From an optimization exercise on the open Yosys and OpenROAD flow, aimed at small area, a short achievable clock period and few clock cycles per item; shortcuts taken in it are not production practice. Function was checked by simulation only, so behaviour that the tests miss may differ from the original. Power figures rest on the tool's default switching activity, not on a simulated workload.

==> inputs of run Y <==
Design fdtu, start of the top module:
module fdtu (
    input  wire         clk,
    input  wire         rst,           
    input  wire         cmd_valid,
    output reg          cmd_ready,
    input  wire [159:0] cmd_data,
    input  wire         fin_valid,
    output reg          fin_ready,
    input  wire [31:0]  fin_data,
    output reg          out_valid,
    output reg  [31:0]  out_data,
    output reg          busy,
    output reg          fault,
    output reg  [1:0]   fault_code,
    output wire [31:0]  fault_pos,
    output wire [31:0]  fault_info0,
    output wire [31:0]  fault_info1
);
Settings: LEC_CHECK=0, CAP_MARGIN=20, CORE_MARGIN=2, CORE_UTILIZATION=45, CTS_CLUSTER_DIAMETER=100, CTS_CLUSTER_SIZE=30, GPL_ROUTABILITY_DRIVEN=1, GPL_TIMING_DRIVEN=1, PLACE_DENSITY=0.6, SLEW_MARGIN=20, TNS_END_PERCENT=100; clock period 12.0 ns.
standard.sh (not shown) runs the stock make flow with config.mk's settings and CLKGATE_MAP_FILE= SYNTH_SCRIPT=/design/flow/synth_recipe.tcl, a recipe that flattens the netlist after the stock synthesis.
==> flow/flow/run.sh <==
#!/bin/bash
set -uo pipefail
MARGIN=$(cat flow/margin.txt)
bash standard.sh SETUP_SLACK_MARGIN=$MARGIN \
    'BUFFER_PORTS_ARGS=-buffer_cell sky130_fd_sc_hd__buf_4' finish > standard_flow.log 2>&1
==> flow/flow/margin.txt <==
8
==> inputs of run C, as changes to run Y <==
--- a/flow/design.v
+++ b/flow/design.v
@@ -41,19 +41,20 @@
     reg [159:0] a_cmd;
     reg [C_NC-1:0] a_cls;
     reg         a_wf;                 
     reg [1:0]   a_fcode;              
     reg [2:0]   a_ureg;               
     reg [4:0]   a_k;                  
+    reg [3:0]   a_brw;                
     reg [N-1:0] a_oh;                 
     reg [7:0]   a_cdoh, a_csoh;       
     reg [15:0]  a_rsel;               
     reg [8:0]   a_esel;               
     reg         a_ph;                 
-    reg         go_q;                 
     reg         ok_q;                 
+    reg         flt_q;                
     reg         mul_q;                
     reg [31:0]  pos;
     reg [31:0]  creg [0:7];
     reg [7:0]   cmark;
     reg [31:0]  cp [0:N-1];
     reg [31:0]  dp [0:N-1];
@@ -119,18 +120,19 @@
     endfunction
     wire draw_accept = !fle32(dp_rd, Z);
     wire a_skip      = |(skip & a_oh);
     wire a_unfilled  = fill_act && !({~a_k[4:3], a_k[2:0]} < fill_cnt) && !a_skip;
     function [7:0] f2ch;
         input [31:0] v;
+        input        brw;                        
         reg [23:0] m;
         reg [7:0]  t, r;
         reg        sat, inr;
         begin
             m   = {1'b1, v[22:0]};
-            t   = ({m[15:0], 8'd0} < m) ? m[23:16] - 8'd1 : m[23:16];
+            t   = brw ? m[23:16] - 8'd1 : m[23:16];
             case (v[25:23])                       
                 3'd6:    r = t;
                 3'd5:    r = {1'd0, t[7:1]};
                 3'd4:    r = {2'd0, t[7:2]};
                 3'd3:    r = {3'd0, t[7:3]};
                 3'd2:    r = {4'd0, t[7:4]};
@@ -141,13 +143,13 @@
             sat = !v[31] && (v[30] || v[29:23] == 7'h7F);            
             inr = !v[31] && !v[30] &&                                
                   ((v[29:26] == 4'hF && v[25:23] != 3'd7) || v[29:23] == 7'h77);
             f2ch = (r & {8{inr}}) | {8{sat}};
         end
     endfunction
-    wire [7:0] fx = f2ch(X);
+    wire [7:0] fx = f2ch(X, a_brw[0]);
     reg [31:0] cconst;
     always @(*) begin
         case (X[3:0])
             4'd0:    cconst = 32'hFF000000;
             4'd1:    cconst = 32'hFFFFFFFF;
             4'd2:    cconst = 32'hFF7F7F7F;
@@ -166,46 +168,47 @@
         reg   [8:0] s;
         begin
             s = {1'b0, x} + {1'b0, a};
             sat_add = s[8] ? 8'hFF : s[7:0];
         end
     endfunction
-    wire [9:0] opa3 = {2'd0, opa} + {1'd0, opa, 1'd0};
-    function [15:0] r4prod;
+    function [23:0] nib_prods;
         input [7:0] x;
         input [7:0] a;
-        input [9:0] a3;
-        reg [9:0] m0, m1, m2, m3;
+        reg [11:0] l, h;
         begin
-            m0 = x[1:0] == 2'd3 ? a3 : ({2'd0, a} & {10{x[0]}}) | ({1'd0, a, 1'd0} & {10{x[1]}});
-            m1 = x[3:2] == 2'd3 ? a3 : ({2'd0, a} & {10{x[2]}}) | ({1'd0, a, 1'd0} & {10{x[3]}});
-            m2 = x[5:4] == 2'd3 ? a3 : ({2'd0, a} & {10{x[4]}}) | ({1'd0, a, 1'd0} & {10{x[5]}});
-            m3 = x[7:6] == 2'd3 ? a3 : ({2'd0, a} & {10{x[6]}}) | ({1'd0, a, 1'd0} & {10{x[7]}});
-            r4prod = ({6'd0, m0} + {4'd0, m1, 2'd0}) + ({2'd0, m2, 4'd0} + {m3, 6'd0});
+            l = (({4'd0, x} & {12{a[0]}}) + ({3'd0, x, 1'd0} & {12{a[1]}})) +
+                (({2'd0, x, 2'd0} & {12{a[2]}}) + ({1'd0, x, 3'd0} & {12{a[3]}}));
+            h = (({4'd0, x} & {12{a[4]}}) + ({3'd0, x, 1'd0} & {12{a[5]}})) +
+                (({2'd0, x, 2'd0} & {12{a[6]}}) + ({1'd0, x, 3'd0} & {12{a[7]}}));
+            nib_prods = {h, l};
         end
     endfunction
     function [7:0] div255;
-        input [15:0] p;
+        input [23:0] hl;
+        reg   [15:0] p;
         reg   [16:0] q;
         begin
+            p = {hl[23:12], 4'd0} + {4'd0, hl[11:0]};
             q = {1'b0, p} + {9'd0, p[15:8]} + 17'd1;
             div255 = q[15:8];
         end
     endfunction
-    wire [63:0] nprods = {r4prod(rcd[31:24], opa, opa3), r4prod(rcd[23:16], opa, opa3),
-                          r4prod(rcd[15:8], opa, opa3),  r4prod(rcd[7:0], opa, opa3)};
+    wire [95:0] nprods = {nib_prods(rcd[31:24], opa), nib_prods(rcd[23:16], opa),
+                          nib_prods(rcd[15:8], opa),  nib_prods(rcd[7:0], opa)};
     wire [31:0] rv_cadd  = {rcd[31:24] + opa, rcd[23:16] + opa, rcd[15:8] + opa, rcd[7:0] + opa};
     wire [31:0] rv_csadd = {sat_add(rcd[31:24], opa), sat_add(rcd[23:16], opa),
                             sat_add(rcd[15:8], opa),  sat_add(rcd[7:0], opa)};
-    wire [31:0] rv_cmul  = {div255(Y[31:16]), div255(Y[15:0]), div255(X[31:16]), div255(X[15:0])};
+    wire [31:0] rv_cmul  = {div255(Z[31:8]), div255({Z[7:0], Y[31:16]}),
+                            div255({Y[15:0], X[31:24]}), div255(X[23:0])};
     wire [31:0] reg_wv =
         ({32{a_rsel[R_RDC]}}    & cp_rd) |
         ({32{a_rsel[R_CLI]}}    & X) |
         ({32{a_rsel[R_CRGB]}}   & {8'hFF, Z[7:0], Y[7:0], X[7:0]}) |
         ({32{a_rsel[R_CRGBA]}}  & {T[7:0], Z[7:0], Y[7:0], X[7:0]}) |
-        ({32{a_rsel[R_CVEC4]}}  & {f2ch(T), f2ch(Z), f2ch(Y), fx}) |
+        ({32{a_rsel[R_CVEC4]}}  & {f2ch(T, a_brw[3]), f2ch(Z, a_brw[2]), f2ch(Y, a_brw[1]), fx}) |
         ({32{a_rsel[R_CGRAY]}}  & {8'hFF, fx, fx, fx}) |
         ({32{a_rsel[R_CCONST]}} & cconst) |
         ({32{a_rsel[R_SETR]}}   & {rcd[31:8], X[7:0]}) |
         ({32{a_rsel[R_SETG]}}   & {rcd[31:16], X[7:0], rcd[7:0]}) |
         ({32{a_rsel[R_SETB]}}   & {rcd[31:24], X[7:0], rcd[15:0]}) |
         ({32{a_rsel[R_SETA]}}   & {X[7:0], rcd[23:0]}) |
@@ -221,13 +224,13 @@
         ({32{a_esel[E_GETR]}} & {24'd0, rcs[7:0]}) |
         ({32{a_esel[E_GETG]}} & {24'd0, rcs[15:8]}) |
         ({32{a_esel[E_GETB]}} & {24'd0, rcs[23:16]}) |
         ({32{a_esel[E_GETA]}} & {24'd0, rcs[31:24]}) |
         ({32{a_esel[E_SCAN]}} & cp_rd) |
         ({32{a_esel[E_COUT]}} & rcs);
-    wire flt_x   = go_q && a_wf;
+    wire flt_x   = flt_q;
     wire reg_w   = ok_q && a_cls[C_RWE];
     wire cell_w  = ok_q && ((a_cls[C_DRAW] && (draw_accept || a_unfilled)) || a_cls[C_PUT]);
     wire clrc_w  = ok_q && a_cls[C_CLRC];
     wire clrd_w  = ok_q && a_cls[C_CLRD];
     wire scan_go = ok_q && a_cls[C_SCAN];
     wire fill_go = ok_q && a_cls[C_FILL];
@@ -313,12 +316,16 @@
             OP_GETA:    esel[E_GETA]   = 1'b1;
             OP_SCANOUT: esel[E_SCAN]   = 1'b1;
             OP_COUT:    esel[E_COUT]   = 1'b1;
             default: ;
         endcase
     end
+    function i_brw;
+        input [31:0] v;
+        i_brw = {v[15:0], 8'd0} < {1'b1, v[22:0]};
+    endfunction
     function field_ok;
         input [1:0]  kind;
         input [31:0] v;
         begin
             case (kind)
                 2'd0:    field_ok = (v == 32'd0);
@@ -342,50 +349,51 @@
     wire i_ucs = cls[C_RCS] && !mark_n[i_cs];
     wire i_wf  = !i_legal || i_ucd || i_ucs || (cls[C_COORD] && !i_cok);
     wire [1:0] i_fcode = !i_legal ? FC_ILLEGAL : (i_ucd || i_ucs) ? FC_UNINIT : FC_COORD;
     function conflict;
         input [C_NC-1:0] c;
         input [4:0]      k;
-        input            wf;
         input            sa;
         input [4:0]      sc;
         input            fa;
         input [4:0]      fc;
         input            qv;
         begin
-            conflict = (qv && (wf || c[C_SCAN] || (sa && c[C_EMIT]))) ||
-                       (sa && (wf || (c[C_SCAN] && sc != 5'd31) ||
+            conflict = (qv && (c[C_SCAN] || (sa && c[C_EMIT]))) ||
+                       (sa && ((c[C_SCAN] && sc != 5'd31) ||
                                (c[C_FILL] && sc < 5'd24) || c[C_CLRC] || c[C_RDC] ||
                                ((c[C_DRAW] || c[C_PUT]) && (k > sc)))) ||
-                       (fa && (wf || c[C_SCAN] || c[C_FILL] || c[C_CLRC] || c[C_CLRD] ||
+                       (fa && (c[C_SCAN] || c[C_FILL] || c[C_CLRC] || c[C_CLRD] ||
                                ((c[C_RDC] || c[C_RDD]) && !({~k[4:3], k[2:0]} < fc))));
         end
     endfunction
     wire acc        = cmd_valid && cmd_ready;
     wire fault_n    = fault || flt_x;
-    wire a_valid_n  = acc || (a_valid && !go_q);
+    wire a_valid_n  = acc || (a_valid && !(ok_q || flt_q));
     wire scan_act_n = scan_go || (scan_act && scan_cnt != 5'd31);
     wire [4:0] scan_cnt_n = (scan_go && !scan_act) ? 5'd1 : scan_cnt + 5'd1;    
     wire fill_end   = fill_we && fill_cnt == 5'd31;
     wire fill_act_n = fill_go || (fill_act && !fill_end);
     wire [4:0] fill_cnt_n = fill_cnt + {4'd0, fill_we};
     wire a_ph_n     = a_ph || mul_q;
     wire emit_x     = ok_q && a_cls[C_EMIT] && !a_cls[C_SCAN];
     wire q_v_n      = scan_act ? (q_v || emit_x) : (q_v && emit_x);
     wire [C_NC-1:0] o_cls = acc ? cls  : a_cls;
     wire [4:0]      o_k   = acc ? i_kr : a_k;
     wire            o_wf  = acc ? i_wf : a_wf;
     wire            o_ph  = acc ? 1'b0 : a_ph_n;
-    wire o_mul0  = o_cls[C_MUL] && !o_ph && !o_wf;
-    wire o_block = conflict(o_cls, o_k, o_wf, scan_act_n, scan_cnt_n, fill_act_n, fill_cnt_n, q_v_n) || o_mul0;
+    wire o_mul0  = o_cls[C_MUL] && !o_ph;
+    wire o_block = conflict(o_cls, o_k, scan_act_n, scan_cnt_n, fill_act_n, fill_cnt_n, q_v_n) || o_mul0;
     wire live_n  = a_valid_n && !fault_n;
-    wire go_n    = live_n && !o_block;
+    wire bg_n    = scan_act_n || fill_act_n || q_v_n;
+    wire ok_n    = live_n && !o_wf && !o_block;
+    wire flt_n   = live_n && o_wf && !bg_n;
     always @(posedge clk) begin
         if (rst) begin
             a_valid     <= 1'b0;
-            go_q        <= 1'b0;
+            flt_q       <= 1'b0;
             ok_q        <= 1'b0;
             mul_q       <= 1'b0;
             cmd_ready   <= 1'b1;
             busy        <= 1'b0;
             pos         <= 32'd0;
             cmark       <= 8'd0;
@@ -401,22 +409,22 @@
             out_data    <= 32'd0;
             wb_v        <= 1'b0;
             q_v         <= 1'b0;
         end else begin
             wb_v      <= cell_w;
             a_valid   <= a_valid_n;
-            go_q      <= go_n;
-            ok_q      <= go_n && !o_wf;
-            mul_q     <= live_n && o_mul0;
-            cmd_ready <= !fault_n && (!a_valid_n || go_n);
+            ok_q      <= ok_n;
+            flt_q     <= flt_n;
+            mul_q     <= live_n && !o_wf && o_mul0;
+            cmd_ready <= !fault_n && (!a_valid_n || ok_n || flt_n);
             busy      <= live_n || scan_act_n || fill_act_n || q_v_n;
             scan_act <= scan_act_n;
             if (scan_act || scan_go) scan_cnt <= scan_cnt_n;
             fill_act <= fill_act_n;
             fill_cnt <= fill_cnt_n;
-            fin_ready <= (fill_act_n || (go_n && !o_wf && o_cls[C_FILL])) &&
+            fin_ready <= (fill_act_n || (ok_n && o_cls[C_FILL])) &&
                          !(ok_q && (a_cls[C_DRAW] || a_cls[C_PUT]));
             if (!fill_act_n)
                 skip <= {N{1'b0}};
             else if (ok_q && (a_cls[C_DRAW] || a_cls[C_PUT]) && fill_act &&
                      !({~a_k[4:3], a_k[2:0]} < fill_cnt))
                 skip <= skip | a_oh;
@@ -440,20 +448,21 @@
                 a_cmd[31:0]  <= X;
                 a_cmd[63:32] <= Y;
             end
         end else if (acc) begin
             a_cmd <= cmd_data;
         end else if (mul_q) begin
-            a_cmd[95:32] <= nprods;
+            a_cmd[127:32] <= nprods;
         end
         if (acc) begin
             a_cls   <= cls;
             a_wf    <= i_wf;
             a_fcode <= i_fcode;
             a_ureg  <= i_ucd ? i_cd : i_cs;
             a_k     <= i_k;
+            a_brw   <= {i_brw(i_t), i_brw(i_z), i_brw(i_y), i_brw(i_x)};
             a_oh    <= {{(N-1){1'b0}}, 1'b1} << i_k;
             a_cdoh  <= 8'd1 << i_cd;
             a_csoh  <= 8'd1 << i_cs;
             a_rsel  <= rsel;
             a_esel  <= esel;
         end
--- a/flow/config.mk
+++ b/flow/config.mk
@@ -6,12 +6,12 @@
 export NUM_CORES = 4
 export LEC_CHECK = 0
 export CAP_MARGIN = 20
 export CORE_MARGIN = 2
 export CORE_UTILIZATION = 45
 export CTS_CLUSTER_DIAMETER = 100
-export CTS_CLUSTER_SIZE = 30
+export CTS_CLUSTER_SIZE = 24
 export GPL_ROUTABILITY_DRIVEN = 1
 export GPL_TIMING_DRIVEN = 1
 export PLACE_DENSITY = 0.6
 export SLEW_MARGIN = 20
 export TNS_END_PERCENT = 100
==> comparison table <==
| metric | run Y | run C |
|---|---|---|
| Result of the run | no timing/DRC/antenna violations | no timing/DRC/antenna violations |
| Vias per inst | 7.13 | 6.88 |
| Global-route wire length before repair | 752 mm | 705 mm |
| Post-Synth Adder-Cell Area | 3.85% | 5.12% |
| DR WL met3 | 77.9 mm | 69.7 mm |
| Placed Cells incl. Taps | 12649 | 12837 |
| Timing startpoint of the critical path | a_csoh[5] | a_k[1] |
| Top-area cell type share of the netlist area | 63.4% | 62.7% |
| Comb_multi_in | 5381 | 5441 |
| Length of routed wiring on met1 | 199 mm | 194 mm |
| Worst setup path endpoint | a_cmd[92] | wb_v |
| Worst-skew pair later-pin latency | 0.95 ns | 0.91 ns |
| Average instance area after synthesis | 13.6 um^2 | 13.5 um^2 |
| Ratio of total power to cell area | 168 nW/um^2 | 166 nW/um^2 |
| Number of enable-type register cells in the synthesized netlist | 2580 | 2576 |
| Share of cell area taken by muxes after synthesis | 0.996% | 0.764% |
| Die Height | 525 um | 528 um |
| Starting Density | 45.2% | 45.2% |
| Min Clock Period, post-route | 5.89 ns | 4.80 ns |
| Fmax achieved | 0.170 GHz | 0.208 GHz |
| Largest stage delay on the critical path | 0.52 ns | 0.89 ns |
| Reg2Reg Depth | 28 | 14 |
| Number of nets at the end of the flow | 10333 | 10459 |
Testbench counts of run Y, summed over its fixed seeds: cycles 67,303, commands 25,600.
Testbench counts of run C, summed over its fixed seeds: cycles 67,303, commands 25,600.

[what the ideal ports hide]
No port has a modelled driver above. Below, the same layouts with a new extraction and two added sets of constraints. Step 1 assumes that a clkbuf_16 drives the clock port and a buf_2 every other input. Step 2 adds t to the input delays and takes it off the output delays; t is the mean of the earliest and latest rising clock arrival at the registers after step 1. Input paths then give back, and output paths get back, about the clock's delay inside the block. Three values: ideal, step 1, step 2; two values: the first two.
run | shift t [ns] | slack for setup (ns) | latest minus earliest clock arrival (ns) | slew at the worst register clock pin (ns)
run Y | 0.999 | 6.111 / 6.111 / 6.076 | 0.136 / 0.135 | 0.12 / 0.12
run C | 0.977 | 7.202 / 7.202 / 6.442 | 0.094 / 0.094 | 0.11 / 0.11
After both steps setup and hold are still met in every run listed. For run C, which loses most, drivers alone change the setup slack by 0.000 ns; drivers and shift together by -0.760 ns.
